What follows belongs to an exercise in optimizing a design on an open flow for small area, a short achievable clock period and few clock cycles; a production flow would make more cautious choices. In this exercise RTL edits were held to simulation tests only and were not proved equivalent to the original. No activity file was given, so power comes from the tool's default toggle rates.

===== flow/run.sh =====
#!/bin/bash
# synth_recipe.tcl (not shown) runs the flow's synth.tcl, then flattens the netlist and writes it again
# the make line also repeats each setting of config.mk as NAME=value (left out here)
make -C /OpenROAD-flow-scripts/flow DESIGN_CONFIG=/design/flow/config.mk WORK_HOME=/design/flow/orfs CLKGATE_MAP_FILE= SYNTH_SCRIPT=/design/flow/synth_recipe.tcl finish

===== flow/config.mk =====
export PLATFORM = sky130hd
export DESIGN_NAME = codec_unit
export DESIGN_NICKNAME = codec_unit
export VERILOG_FILES = /design/flow/design.v
export SDC_FILE = /design/flow/constraint.sdc
export NUM_CORES = 4
export LEC_CHECK = 0
export CAP_MARGIN = 20
export CORE_MARGIN = 2
export CORE_UTILIZATION = 40
export SLEW_MARGIN = 20

===== flow/constraint.sdc =====
create_clock -name core_clock -period 12.0 [get_ports {clk}]
set_input_delay 2.4000 -clock core_clock [delete_from_list [all_inputs] [get_ports {clk}]]
set_output_delay 2.4000 -clock core_clock [all_outputs]
set_load 0.01 [all_outputs]

===== flow/design.v =====
module codec_unit (
    input  wire        clk,
    input  wire        rst,
    input  wire        reg_we,
    input  wire [3:0]  reg_addr,
    input  wire [31:0] reg_wdata,
    output wire        busy,
    output reg  [6:0]  status,
    output reg  [31:0] rcnt,
    output reg  [31:0] rcons,
    output reg         mem_valid,
    output reg         mem_we,
    output reg  [31:0] mem_addr,
    output reg  [7:0]  mem_wdata,
    input  wire        mem_ready,
    input  wire [7:0]  mem_rdata
);
    localparam [7:0] OP_HBI    = 8'h01;
    localparam [7:0] OP_PACK   = 8'h02;
    localparam [7:0] OP_UNPACK = 8'h03;
    localparam [7:0] OP_GVCI   = 8'h10;
    localparam [7:0] OP_GVDI   = 8'h11;
    localparam [7:0] OP_GVC    = 8'h12;
    localparam [7:0] OP_GVD    = 8'h13;
    localparam [2:0] E_NONE     = 3'd0;
    localparam [2:0] E_CAPACITY = 3'd1;
    localparam [2:0] E_CORRUPT  = 3'd2;
    localparam [2:0] E_PARAM    = 3'd3;
    localparam [2:0] E_ILLEGAL  = 3'd4;
    localparam [4:0] S_IDLE     = 5'd0;
    localparam [4:0] S_DECODE   = 5'd1;
    localparam [4:0] S_PK_RD    = 5'd2;    
    localparam [4:0] S_PK_ACC   = 5'd3;    
    localparam [4:0] S_PK_WR    = 5'd4;    
    localparam [4:0] S_UP_EXT   = 5'd5;    
    localparam [4:0] S_UP_RD    = 5'd6;    
    localparam [4:0] S_UP_MRG   = 5'd7;    
    localparam [4:0] S_UP_WR    = 5'd8;    
    localparam [4:0] S_RDV      = 5'd9;    
    localparam [4:0] S_GI_CHK   = 5'd10;   
    localparam [4:0] S_GO_SEL   = 5'd11;   
    localparam [4:0] S_GO_VAL   = 5'd12;   
    localparam [4:0] S_GD_SEL   = 5'd13;   
    localparam [4:0] S_GD_CHK   = 5'd14;   
    localparam [4:0] S_GD_RD    = 5'd15;   
    localparam [4:0] S_GD_WR    = 5'd16;   
    localparam [4:0] S_GV_NEXT  = 5'd17;   
    localparam [4:0] S_VI_RD    = 5'd18;   
    localparam [4:0] S_VI_WR    = 5'd19;   
    localparam [4:0] S_GC_P1    = 5'd20;   
    localparam [4:0] S_GC_ADD   = 5'd21;   
    localparam [4:0] S_GC_NEXT  = 5'd22;   
    localparam [4:0] S_VO       = 5'd23;   
    localparam [4:0] S_FIN      = 5'd24;
    function [1:0] len_code;
        input [31:0] v;
        begin
            if (v[31:24] != 8'd0)      len_code = 2'd3;
            else if (v[23:16] != 8'd0) len_code = 2'd2;
            else if (v[15:8] != 8'd0)  len_code = 2'd1;
            else                       len_code = 2'd0;
        end
    endfunction
    function [2:0] varint_len;
        input [31:0] v;
        begin
            if (v[31:28] != 4'd0)      varint_len = 3'd5;
            else if (v[27:21] != 7'd0) varint_len = 3'd4;
            else if (v[20:14] != 7'd0) varint_len = 3'd3;
            else if (v[13:7] != 7'd0)  varint_len = 3'd2;
            else                       varint_len = 3'd1;
        end
    endfunction
    function [5:0] hbi;
        input [31:0] v;
        integer i;
        begin
            hbi = 6'd1;
            for (i = 0; i < 32; i = i + 1)
                if (v[i]) hbi = i + 1;
        end
    endfunction
    reg [31:0] cmd_r, dst_r, dcap_r, src_r, slen_r, arg_r;
    reg [4:0]  state;
    reg [4:0]  ret_state;      
    reg [31:0] cnt;            
    reg [31:0] rptr;           
    reg [31:0] wptr;           
    reg [3:0]  bcnt;           
    reg [3:0]  blast;          
    reg [63:0] acc;            
    reg [6:0]  accbits;
    reg [31:0] word;
    reg [31:0] vals [0:3];
    reg [7:0]  sel;
    reg [1:0]  slot;
    reg [1:0]  sbyte;
    reg [2:0]  vj;
    reg [33:0] size;           
    reg [32:0] nw;             
    assign busy = (state != S_IDLE);
    wire [7:0] op = cmd_r[7:0];
    wire [1:0] ew = cmd_r[9:8];
    wire [5:0] bw = cmd_r[21:16];
    wire [2:0] ewb = (ew == 2'd0) ? 3'd1 : (ew == 2'd1) ? 3'd2 : 3'd4;
    wire op_known = (op == OP_HBI) || (op == OP_PACK) || (op == OP_UNPACK) ||
                    (op == OP_GVCI) || (op == OP_GVDI) || (op == OP_GVC) ||
                    (op == OP_GVD);
    wire op_pk    = (op == OP_PACK) || (op == OP_UNPACK);
    wire illegal = !op_known ||
                   (cmd_r[15:10] != 6'd0) || (cmd_r[31:22] != 10'd0) ||
                   (ew == 2'd3) ||
                   (!op_pk && ew != 2'd2) ||
                   (!op_pk && bw != 6'd0);
    wire bw_bad   = op_pk && (bw == 6'd0 || bw > 6'd32);
    wire slen_bad = (op == OP_GVCI) && (slen_r != 32'd4);
    reg [34:0] src_len, dst_len;
    always @(*) begin
        case (op)
            OP_PACK:   begin src_len = slen_r * ewb;     dst_len = {dcap_r, 2'b00}; end
            OP_UNPACK: begin src_len = {slen_r, 2'b00};  dst_len = dcap_r * ewb;    end
            OP_GVCI:   begin src_len = {slen_r, 2'b00};  dst_len = {3'd0, dcap_r};  end
            OP_GVDI:   begin src_len = {3'd0, slen_r};   dst_len = {dcap_r, 2'b00}; end
            OP_GVC:    begin src_len = {slen_r, 2'b00};  dst_len = {3'd0, dcap_r};  end
            OP_GVD:    begin src_len = {3'd0, slen_r};   dst_len = {dcap_r, 2'b00}; end
            default:   begin src_len = 35'd0;            dst_len = 35'd0;           end
        endcase
    end
    wire [35:0] src_end = {4'd0, src_r} + {1'b0, src_len};
    wire [35:0] dst_end = {4'd0, dst_r} + {1'b0, dst_len};
    wire src_top = (src_len != 35'd0) && (src_end > 36'h1_0000_0000);
    wire dst_top = (dst_len != 35'd0) && (dst_end > 36'h1_0000_0000);
    wire overlap = (src_len != 35'd0) && (dst_len != 35'd0) &&
                   ({4'd0, src_r} < dst_end) && ({4'd0, dst_r} < src_end);
    wire [31:0] n_fields = (op == OP_PACK) ? slen_r : arg_r;
    wire [37:0] n_bits   = n_fields * bw;
    wire [32:0] nw_calc  = (n_bits + 38'd31) >> 5;
    wire [31:0] bw_mask  = (bw >= 6'd32) ? 32'hFFFF_FFFF : ((32'd1 << bw) - 32'd1);
    wire [1:0] lc0 = len_code(vals[0]);
    wire [1:0] lc1 = len_code(vals[1]);
    wire [1:0] lc2 = len_code(vals[2]);
    wire [1:0] lc3 = len_code(vals[3]);
    wire [7:0] enc_sel = {lc3, lc2, lc1, lc0};
    wire [4:0] enc_total = 5'd5 + lc0 + lc1 + lc2 + lc3;
    wire [4:0] dec_body = 5'd4 + sel[1:0] + sel[3:2] + sel[5:4] + sel[7:6];
    wire [1:0] cur_code = (state == S_GO_VAL) ?
                          ((slot == 2'd0) ? lc0 : (slot == 2'd1) ? lc1 :
                           (slot == 2'd2) ? lc2 : lc3) :
                          ((slot == 2'd0) ? sel[1:0] : (slot == 2'd1) ? sel[3:2] :
                           (slot == 2'd2) ? sel[5:4] : sel[7:6]);
    wire [31:0] n_gvd    = arg_r;
    wire [31:0] left_gvd = n_gvd - cnt;
    wire [31:0] left_gvc = slen_r - cnt;
    wire [31:0] avail    = slen_r - rptr;
    wire xfer = mem_valid && mem_ready;
    wire [63:0] vi_next = acc | ({57'd0, mem_rdata[6:0]} << (vj * 7));
    always @(*) begin
        mem_valid = 1'b0;
        mem_we    = 1'b0;
        mem_addr  = src_r + rptr;
        mem_wdata = 8'd0;
        case (state)
            S_PK_RD, S_UP_RD, S_RDV, S_GD_RD: begin
                mem_valid = 1'b1;
            end
            S_GD_SEL, S_VI_RD: begin
                mem_valid = (rptr != slen_r);
            end
            S_PK_WR: begin
                mem_valid = 1'b1;
                mem_we    = 1'b1;
                mem_addr  = dst_r + wptr;
                mem_wdata = acc[bcnt[1:0]*8 +: 8];
            end
            S_UP_WR, S_VI_WR: begin
                mem_valid = 1'b1;
                mem_we    = 1'b1;
                mem_addr  = dst_r + wptr;
                mem_wdata = word[bcnt[1:0]*8 +: 8];
            end
            S_GD_WR: begin
                mem_valid = 1'b1;
                mem_we    = 1'b1;
                mem_addr  = dst_r + wptr;
                mem_wdata = vals[bcnt[3:2]][bcnt[1:0]*8 +: 8];
            end
            S_GO_SEL: begin
                mem_valid = 1'b1;
                mem_we    = 1'b1;
                mem_addr  = dst_r + wptr;
                mem_wdata = enc_sel;
            end
            S_GO_VAL: begin
                mem_valid = 1'b1;
                mem_we    = 1'b1;
                mem_addr  = dst_r + wptr;
                mem_wdata = vals[slot][sbyte*8 +: 8];
            end
            S_VO: begin
                mem_valid = 1'b1;
                mem_we    = 1'b1;
                mem_addr  = dst_r + wptr;
                mem_wdata = {(vals[0][31:7] != 25'd0), vals[0][6:0]};
            end
            default: ;
        endcase
    end
    reg [2:0]  fin_err;
    reg [31:0] fin_cnt, fin_cons;
    task finish_ok;
        input [31:0] c;
        input [31:0] k;
        begin
            fin_err  <= E_NONE;
            fin_cnt  <= c;
            fin_cons <= k;
            state    <= S_FIN;
        end
    endtask
    task finish_err;
        input [2:0] e;
        begin
            fin_err  <= e;
            fin_cnt  <= 32'd0;
            fin_cons <= 32'd0;
            state    <= S_FIN;
        end
    endtask
    always @(posedge clk) begin
        begin
            case (state)
            S_IDLE: begin
                if (reg_we) begin
                    case (reg_addr)
                        4'd0: begin cmd_r <= reg_wdata; state <= S_DECODE; end
                        4'd1: dst_r  <= reg_wdata;
                        4'd2: dcap_r <= reg_wdata;
                        4'd3: src_r  <= reg_wdata;
                        4'd4: slen_r <= reg_wdata;
                        4'd5: arg_r  <= reg_wdata;
                        default: ;
                    endcase
                end
            end
            S_DECODE: begin
                cnt     <= 32'd0;
                rptr    <= 32'd0;
                wptr    <= 32'd0;
                bcnt    <= 4'd0;
                acc     <= 64'd0;
                accbits <= 7'd0;
                word    <= 32'd0;
                size    <= 34'd0;
                nw      <= nw_calc;
                if (illegal)
                    finish_err(E_ILLEGAL);
                else if (bw_bad || slen_bad || src_top || dst_top || overlap)
                    finish_err(E_PARAM);
                else begin
                    case (op)
                        OP_HBI:
                            finish_ok({26'd0, hbi(arg_r)}, 32'd0);
                        OP_PACK: begin
                            if (nw_calc > {1'b0, dcap_r})
                                finish_err(E_CAPACITY);
                            else if (slen_r == 32'd0)
                                finish_ok(32'd0, 32'd0);
                            else
                                state <= S_PK_RD;
                        end
                        OP_UNPACK: begin
                            if (nw_calc > {1'b0, slen_r})
                                finish_err(E_CORRUPT);
                            else if (arg_r > dcap_r)
                                finish_err(E_CAPACITY);
                            else if (arg_r == 32'd0)
                                finish_ok(32'd0, 32'd0);
                            else
                                state <= S_UP_EXT;
                        end
                        OP_GVCI: begin
                            blast     <= 4'd15;
                            ret_state <= S_GI_CHK;
                            state     <= S_RDV;
                        end
                        OP_GVDI: begin
                            if (dcap_r < 32'd4)
                                finish_err(E_CAPACITY);
                            else
                                state <= S_GD_SEL;
                        end
                        OP_GVC:
                            state <= S_GC_P1;
                        OP_GVD: begin
                            if (arg_r > dcap_r)
                                finish_err(E_CAPACITY);
                            else
                                state <= S_GV_NEXT;
                        end
                        default:
                            finish_err(E_ILLEGAL);
                    endcase
                end
            end
            S_PK_RD: begin
                if (xfer) begin
                    word[bcnt[1:0]*8 +: 8] <= mem_rdata;
                    rptr <= rptr + 32'd1;
                    if (bcnt == {1'b0, ewb - 3'd1}) begin
                        bcnt  <= 4'd0;
                        state <= S_PK_ACC;
                    end else
                        bcnt <= bcnt + 4'd1;
                end
            end
            S_PK_ACC: begin
                acc     <= acc | ({32'd0, word & bw_mask} << accbits);
                accbits <= accbits + {1'b0, bw};
                cnt     <= cnt + 32'd1;
                word    <= 32'd0;
                if ((accbits + {1'b0, bw} >= 7'd32) || (cnt + 32'd1 == slen_r))
                    state <= S_PK_WR;
                else
                    state <= S_PK_RD;
            end
            S_PK_WR: begin
                if (xfer) begin
                    wptr <= wptr + 32'd1;
                    if (bcnt == 4'd3) begin
                        bcnt <= 4'd0;
                        acc  <= acc >> 32;
                        if (accbits > 7'd32) begin
                            accbits <= accbits - 7'd32;
                            if (cnt == slen_r)
                                state <= S_PK_WR;       
                            else
                                state <= S_PK_RD;
                        end else begin
                            accbits <= 7'd0;
                            if (cnt == slen_r)
                                finish_ok(nw[31:0], 32'd0);
                            else
                                state <= S_PK_RD;
                        end
                    end else
                        bcnt <= bcnt + 4'd1;
                end
            end
            S_UP_EXT: begin
                if (accbits < {1'b0, bw}) begin
                    state <= S_UP_RD;
                end else begin
                    word    <= acc[31:0] & bw_mask;
                    acc     <= acc >> bw;
                    accbits <= accbits - {1'b0, bw};
                    state   <= S_UP_WR;
                end
            end
            S_UP_RD: begin
                if (xfer) begin
                    word[bcnt[1:0]*8 +: 8] <= mem_rdata;
                    rptr <= rptr + 32'd1;
                    if (bcnt == 4'd3) begin
                        bcnt  <= 4'd0;
                        state <= S_UP_MRG;
                    end else
                        bcnt <= bcnt + 4'd1;
                end
            end
            S_UP_MRG: begin
                acc     <= acc | ({32'd0, word} << accbits);
                accbits <= accbits + 7'd32;
                state   <= S_UP_EXT;
            end
            S_UP_WR: begin
                if (xfer) begin
                    wptr <= wptr + 32'd1;
                    if (bcnt == {1'b0, ewb - 3'd1}) begin
                        bcnt <= 4'd0;
                        cnt  <= cnt + 32'd1;
                        if (cnt + 32'd1 == arg_r)
                            finish_ok(arg_r, {nw[29:0], 2'b00});
                        else
                            state <= S_UP_EXT;
                    end else
                        bcnt <= bcnt + 4'd1;
                end
            end
            S_RDV: begin
                if (xfer) begin
                    vals[bcnt[3:2]][bcnt[1:0]*8 +: 8] <= mem_rdata;
                    rptr <= rptr + 32'd1;
                    if (bcnt == blast) begin
                        bcnt  <= 4'd0;
                        state <= ret_state;
                    end else
                        bcnt <= bcnt + 4'd1;
                end
            end
            S_GI_CHK: begin
                if ({27'd0, enc_total} > dcap_r)
                    finish_err(E_CAPACITY);
                else begin
                    size  <= {29'd0, enc_total};
                    state <= S_GO_SEL;
                end
            end
            S_GO_SEL: begin
                if (xfer) begin
                    wptr  <= wptr + 32'd1;
                    slot  <= 2'd0;
                    sbyte <= 2'd0;
                    state <= S_GO_VAL;
                end
            end
            S_GO_VAL: begin
                if (xfer) begin
                    wptr <= wptr + 32'd1;
                    if (sbyte == cur_code) begin
                        sbyte <= 2'd0;
                        slot  <= slot + 2'd1;
                        if (slot == 2'd3) begin
                            if (op == OP_GVCI)
                                finish_ok({27'd0, enc_total}, 32'd0);
                            else begin
                                cnt   <= cnt + 32'd4;
                                state <= S_GC_NEXT;
                            end
                        end
                    end else
                        sbyte <= sbyte + 2'd1;
                end
            end
            S_GD_SEL: begin
                if (rptr == slen_r)
                    finish_err(E_CORRUPT);
                else if (xfer) begin
                    sel   <= mem_rdata;
                    rptr  <= rptr + 32'd1;
                    state <= S_GD_CHK;
                end
            end
            S_GD_CHK: begin
                vals[0] <= 32'd0;
                vals[1] <= 32'd0;
                vals[2] <= 32'd0;
                vals[3] <= 32'd0;
                slot    <= 2'd0;
                sbyte   <= 2'd0;
                if (avail < {27'd0, dec_body})
                    finish_err(E_CORRUPT);
                else
                    state <= S_GD_RD;
            end
            S_GD_RD: begin
                if (xfer) begin
                    vals[slot][sbyte*8 +: 8] <= mem_rdata;
                    rptr <= rptr + 32'd1;
                    if (sbyte == cur_code) begin
                        sbyte <= 2'd0;
                        slot  <= slot + 2'd1;
                        if (slot == 2'd3) begin
                            bcnt  <= 4'd0;
                            state <= S_GD_WR;
                        end
                    end else
                        sbyte <= sbyte + 2'd1;
                end
            end
            S_GD_WR: begin
                if (xfer) begin
                    wptr <= wptr + 32'd1;
                    bcnt <= bcnt + 4'd1;
                    if (bcnt == 4'd15) begin
                        if (op == OP_GVDI)
                            finish_ok(32'd4, rptr);
                        else begin
                            cnt   <= cnt + 32'd4;
                            state <= S_GV_NEXT;
                        end
                    end
                end
            end
            S_GV_NEXT: begin
                bcnt <= 4'd0;
                vj   <= 3'd0;
                acc  <= 64'd0;
                if (left_gvd >= 32'd4)
                    state <= S_GD_SEL;
                else if (left_gvd != 32'd0)
                    state <= S_VI_RD;
                else
                    finish_ok(arg_r, rptr);
            end
            S_VI_RD: begin
                if (rptr == slen_r)
                    finish_err(E_CORRUPT);
                else if (xfer) begin
                    rptr <= rptr + 32'd1;
                    acc  <= vi_next;
                    word <= vi_next[31:0];
                    if (!mem_rdata[7]) begin
                        if (vj == 3'd4 && mem_rdata[6:4] != 3'd0)
                            finish_err(E_CORRUPT);
                        else begin
                            bcnt  <= 4'd0;
                            state <= S_VI_WR;
                        end
                    end else if (vj == 3'd4)
                        finish_err(E_CORRUPT);
                    else
                        vj <= vj + 3'd1;
                end
            end
            S_VI_WR: begin
                if (xfer) begin
                    wptr <= wptr + 32'd1;
                    if (bcnt == 4'd3) begin
                        cnt   <= cnt + 32'd1;
                        state <= S_GV_NEXT;
                    end else
                        bcnt <= bcnt + 4'd1;
                end
            end
            S_GC_P1: begin
                if (cnt == slen_r) begin
                    if (size > {2'd0, dcap_r})
                        finish_err(E_CAPACITY);
                    else begin
                        cnt   <= 32'd0;
                        rptr  <= 32'd0;
                        state <= S_GC_NEXT;
                    end
                end else begin
                    blast     <= 4'd3;
                    ret_state <= S_GC_ADD;
                    state     <= S_RDV;
                end
            end
            S_GC_ADD: begin
                if (cnt < {slen_r[31:2], 2'b00})
                    size <= size + {33'd0, (cnt[1:0] == 2'd0)} + {32'd0, len_code(vals[0])} + 34'd1;
                else
                    size <= size + {31'd0, varint_len(vals[0])};
                cnt   <= cnt + 32'd1;
                state <= S_GC_P1;
            end
            S_GC_NEXT: begin
                if (left_gvc >= 32'd4) begin
                    blast     <= 4'd15;
                    ret_state <= S_GO_SEL;
                    state     <= S_RDV;
                end else if (left_gvc != 32'd0) begin
                    blast     <= 4'd3;
                    ret_state <= S_VO;
                    state     <= S_RDV;
                end else
                    finish_ok(size[31:0], 32'd0);
            end
            S_VO: begin
                if (xfer) begin
                    wptr <= wptr + 32'd1;
                    if (vals[0][31:7] == 25'd0) begin
                        cnt   <= cnt + 32'd1;
                        state <= S_GC_NEXT;
                    end else
                        vals[0] <= vals[0] >> 7;
                end
            end
            S_FIN: begin
                status <= (fin_err == E_NONE) ? 7'h01 : {fin_err, 4'h2};
                rcnt   <= fin_cnt;
                rcons  <= fin_cons;
                state  <= S_IDLE;
            end
            default: state <= S_IDLE;
            endcase
        end
        if (rst) begin
            cmd_r   <= 32'd0;
            dst_r   <= 32'd0;
            dcap_r  <= 32'd0;
            src_r   <= 32'd0;
            slen_r  <= 32'd0;
            arg_r   <= 32'd0;
            state   <= S_IDLE;
            status  <= 7'd0;
            rcnt    <= 32'd0;
            rcons   <= 32'd0;
        end
    end
endmodule

==> metrics list <==
- The critical path in this run is classified as reg -> reg.
- Wire segments on met2 add up to 149,000 um in the final route.
- After detailed routing, the number of vias per cell comes to 6.51.
- Mean instance size in the synthesized netlist: 8.05 um^2
- Synth-to-Final Area Change: 10.4%
- Largest registers: vals (128), acc (64), size (34)
- Total of flip-flops plus latches after synthesis: about 750
- After synthesis, the netlist uses 94 different library cells.
- The number of setup buffers added after CTS is 0.
* DRT iter0 DRCs: 10.7k
- In this run the static leakage power is 34.2 nW.
- Worst-path clk slew: 60 ps
* Net Switching: about 5.7 mW
- Type of the worst min-delay path: reg -> reg
- Final critical-path required period: ~11,000 ps
- In the final routed layout, each cell accounts on average for slightly above 30 um.
- STA classifies the critical path startpoint as a flip-flop.
- The initial antenna violation count was 24.
* Top layer in use: met5
- CP max FO: 46
- Seq pwr share: 32.7%
- From bottom edge to top edge, the die measures 441 um.
* Cell taking the most area after synthesis: edfxtp_1
- For this run, the total global-route usage over all layers was measured as 36.9%.
* Floorplan Core Area: 190,000 um^2
- Worst EP arrival: 11,560 ps
- Critical Path Start: cmd_r[1]
* Cell internal pwr: 6.89 mW
* Largest vdd supply drop: 0.145 mV
- Most repeated cell in the gate-level netlist after synthesis: nand2_1
* Worst-Skew Late Latency: 820 ps
- Flip-flop count of the largest register after layout: 128
* Final cell area excluding filler cells: about 84,000 um^2
- The tool flagged a number of max-cap violations equal to 0.
- Met1 wire length: between 150,000 and 200,000 um
* Number of H-tree branching levels: 3
* Type of destination of the critical path: flip-flop
* Main area contributors after synthesis: edfxtp_1 15%, ha_1 11%, dfxtp_1 9.6%
* Largest buffer count on any clock path: 3
- The worst path uses 91.9% of the clock period.
- First-pass GRT wire length: 524,000 um
- Switching share of power: 45.2%
- In this run the most critical hold path is launched from rcons[27].
- The number of clock buffers added by TritonCTS is 94.
- Cell area after synthesis: 76,300 um^2
- For this run, the number of Yosys warnings is 1.
- Detailed Place HPWL: 287,000 um
- After detailed routing, the met3 layer carries 46,500 um of wire.
- In this run, post-CTS repair resized a total of 0 instances.
- The floorplan step set the die width to 441 um.
- Power Density: approximately 150 nW/um^2
- The clock network accounts for between 20% and 30% of the total power.
* Placed standard-cell area: 80,900 um^2
- For this run, the leading register cell type out of synthesis is edfxtp_1.
- For the final database, setup skew stands at 90.3 ps.
* Largest register by flop count: vals
- The congestion estimate from routability-driven global placement came to 1.04.
- Combinational group share of total power: 43.2%
* Status: finished clean
* Post-route setup TNS: 0 ps
- The clock net in this run drives a total of 753 sinks.
- Total power draw: 12.6 mW
- The detailed router placed 78.2k vias in this run.
* Largest incremental delay on the critical path: 700 ps
- The routed design has 371,000 um of wire.
* Worst Path Required: 12,530 ps
* Gate count after technology mapping: 9,479
* Proportion of layout cells with a drive suffix above 1: under 10%
* Overflow left after global routing: 0
- During I/O placement, the number of pins put on the boundary was 162.
- Launch point of the worst reg-to-reg path: cmd_r[1]
- Count of endpoints failing hold in the final timing report: 0
- Final net count: 10.3k
* Total iterations of the first detailed-routing run: 10
- Number of buffer cells added on primary ports: around 160
* CTS tree: built
* Count of flip-flops with a built-in enable after synthesis: around 390
- CP dominant cell by count: a21o_1
- Initial core utilization: 40.2%
- Count of final setup violators: 0
- Area fraction of the dominant cell type after synthesis: 15.2%
* Via count of the first global-routing pass: 72.4k
- In this run the tightest slew margin relative to its limit is 14.8%.
- After detailed routing, the number of remaining DRC violations is 0.
* Proportion of synthesized chip area in sequential cells: 24.8%
* Number of antenna-violating nets in the routed design: 0
* Standard-cell row count: 160
- Clk root buf: clkbuf_16
* Slew at the pin with the worst max-slew slack: 1260 ps
- Hold-fix buffers, CTS: 0
- Die Area: 194,000 um^2
- For this run, the top clock speed supported by timing is between 90 and 100 MHz.
- The number of max-slew violations in the final report came to 0.
* Maximum number of pins on one net before global-route repair: 98
- Commonest cells post-synth: 1,315 x nand2_1, 940 x nor2_1, 897 x a21oi_1, 646 x ha_1, 481 x inv_1
* RSZ-0062 raised after global routing: no
* Slowest cell on crit path: nor4b_1
* Async set-or-reset flop fraction in the synthesized netlist: 0%
* Final cell utilization of the core: 44.4%
-- power by group through the flow --
stage	sequential (mW)	combinational [mW]	clock (mW)
floorplan	3.69	3.42	0
global placement	4.09	5.18	0
detailed placement	4.09	5.22	0
CTS	4.04	5.25	3.05
global route	4.10	5.77	3.14
finish	4.11	5.42	3.04
-- metal layers --
layer | track usage, % | vias up
met5 | 0.0744 | -
met4 | 19.6 | 20
met3 | 10.7 | 858
met2 | 52.1 | 4806
met1 | 50.6 | 38200
li1 | - | 34300
-- logic make-up (layout without fill, tap and decap cells) --
logic type | count (synthesis) | count (layout) | synth area share (%)
AO/OA/AOI/OAI | 2577 | 2577 | 21.5
XOR/XNOR | 382 | 382 | 4.38
multiplexers | 407 | 407 | 7.45
adder cells (fa/ha/maj) | 848 | 848 | 15.9
AND/OR/NAND/NOR | 3462 | 3462 | 20.7
other | 1 | 16 | 0.00491
buffers and inverters | 1049 | 1058 | 5.22
flip-flops | 753 | 753 | 24.8
-- critical path: cells and delay by family, from the launching register on --
| family | cells | cell delay (ps) |
|---|---|---|
| adder cells (fa/ha/maj) | 6 | 2620 |
| flip-flops | 1 | 540 |
| AO/OA/AOI/OAI | 13 | 3760 |
| buffers and inverters | 4 | 790 |
| XOR/XNOR | 1 | 290 |
| AND/OR/NAND/NOR | 9 | 2730 |
-- worst paths after layout --
kind / to / slack, ps / cells after the start
max: fin_cons[6] / 970 / 33
min: rcons[27] / 450 / 2
max reg2reg: fin_cons[6] / 970 / 33
min reg2reg: rcons[27] / 450 / 2
-- layout make-up --
| cell class | instances | area [um^2] |
|---|---|---|
| Fill cell | 18900 | 106000 |
| Multi-Input combinational cell | 7678 | 53700 |
| Clock inverter | 46 | 473 |
| Tap cell | 2511 | 3140 |
| Sequential cell | 753 | 19000 |
| Clock buffer | 130 | 2770 |
| Antenna cell | 14 | 35.0 |
| Timing Repair Buffer | 390 | 3350 |
| Inverter | 492 | 1850 |
-- per-stage QoR --
stage               hold slack, ps  worst slack (ps)  instances
detailed placement             444              1100      11800
finish                         453               969      12000
global placement               439              1110      11800
floorplan                      431              1650       9480
global route                   466               294      12000
CTS                            452              1060      12000
-- layout by cell type (no fill, tap or decap), drive strengths merged, types with 188 or more instances in the layout --
cell,n
nand2,1315
nor2,940
a21oi,897
ha,646
o21ai,494
inv,488
edfxtp,387
dfxtp,366
xnor2,249
mux2i,247
buf,232
nor3,231
fa,202
a21o,188
Testbench counts, summed over its fixed seeds: cycles 285,768.

-- separate check: timing with driven ports --
The flow's constraints put no driver on any port. The routed layout listed below was extracted and timed again, unchanged, in two steps.
Step 1 sets driving cells, clkbuf_16 on the clock port and buf_2 on the other inputs (assumed; they add their load-dependent delay and slew).
Step 2 times the ports against the registers' clock, not the clock port: input delays grow and output delays shrink by t, the midpoint of the rising clock arrivals with the driver on.
Three values: no drivers, after step 1, after step 2; two values: the first two.
t (ns): 0.871
setup slack, ns: 0.969 / 0.969 / 0.969
latest minus earliest clock arrival (ns): 0.099 / 0.099
worst slew at a driven data input, ns: 0.09
After both steps setup and hold are still met in this run. For this run, drivers alone change the setup slack by 0.000 ns; drivers and shift together by 0.000 ns.
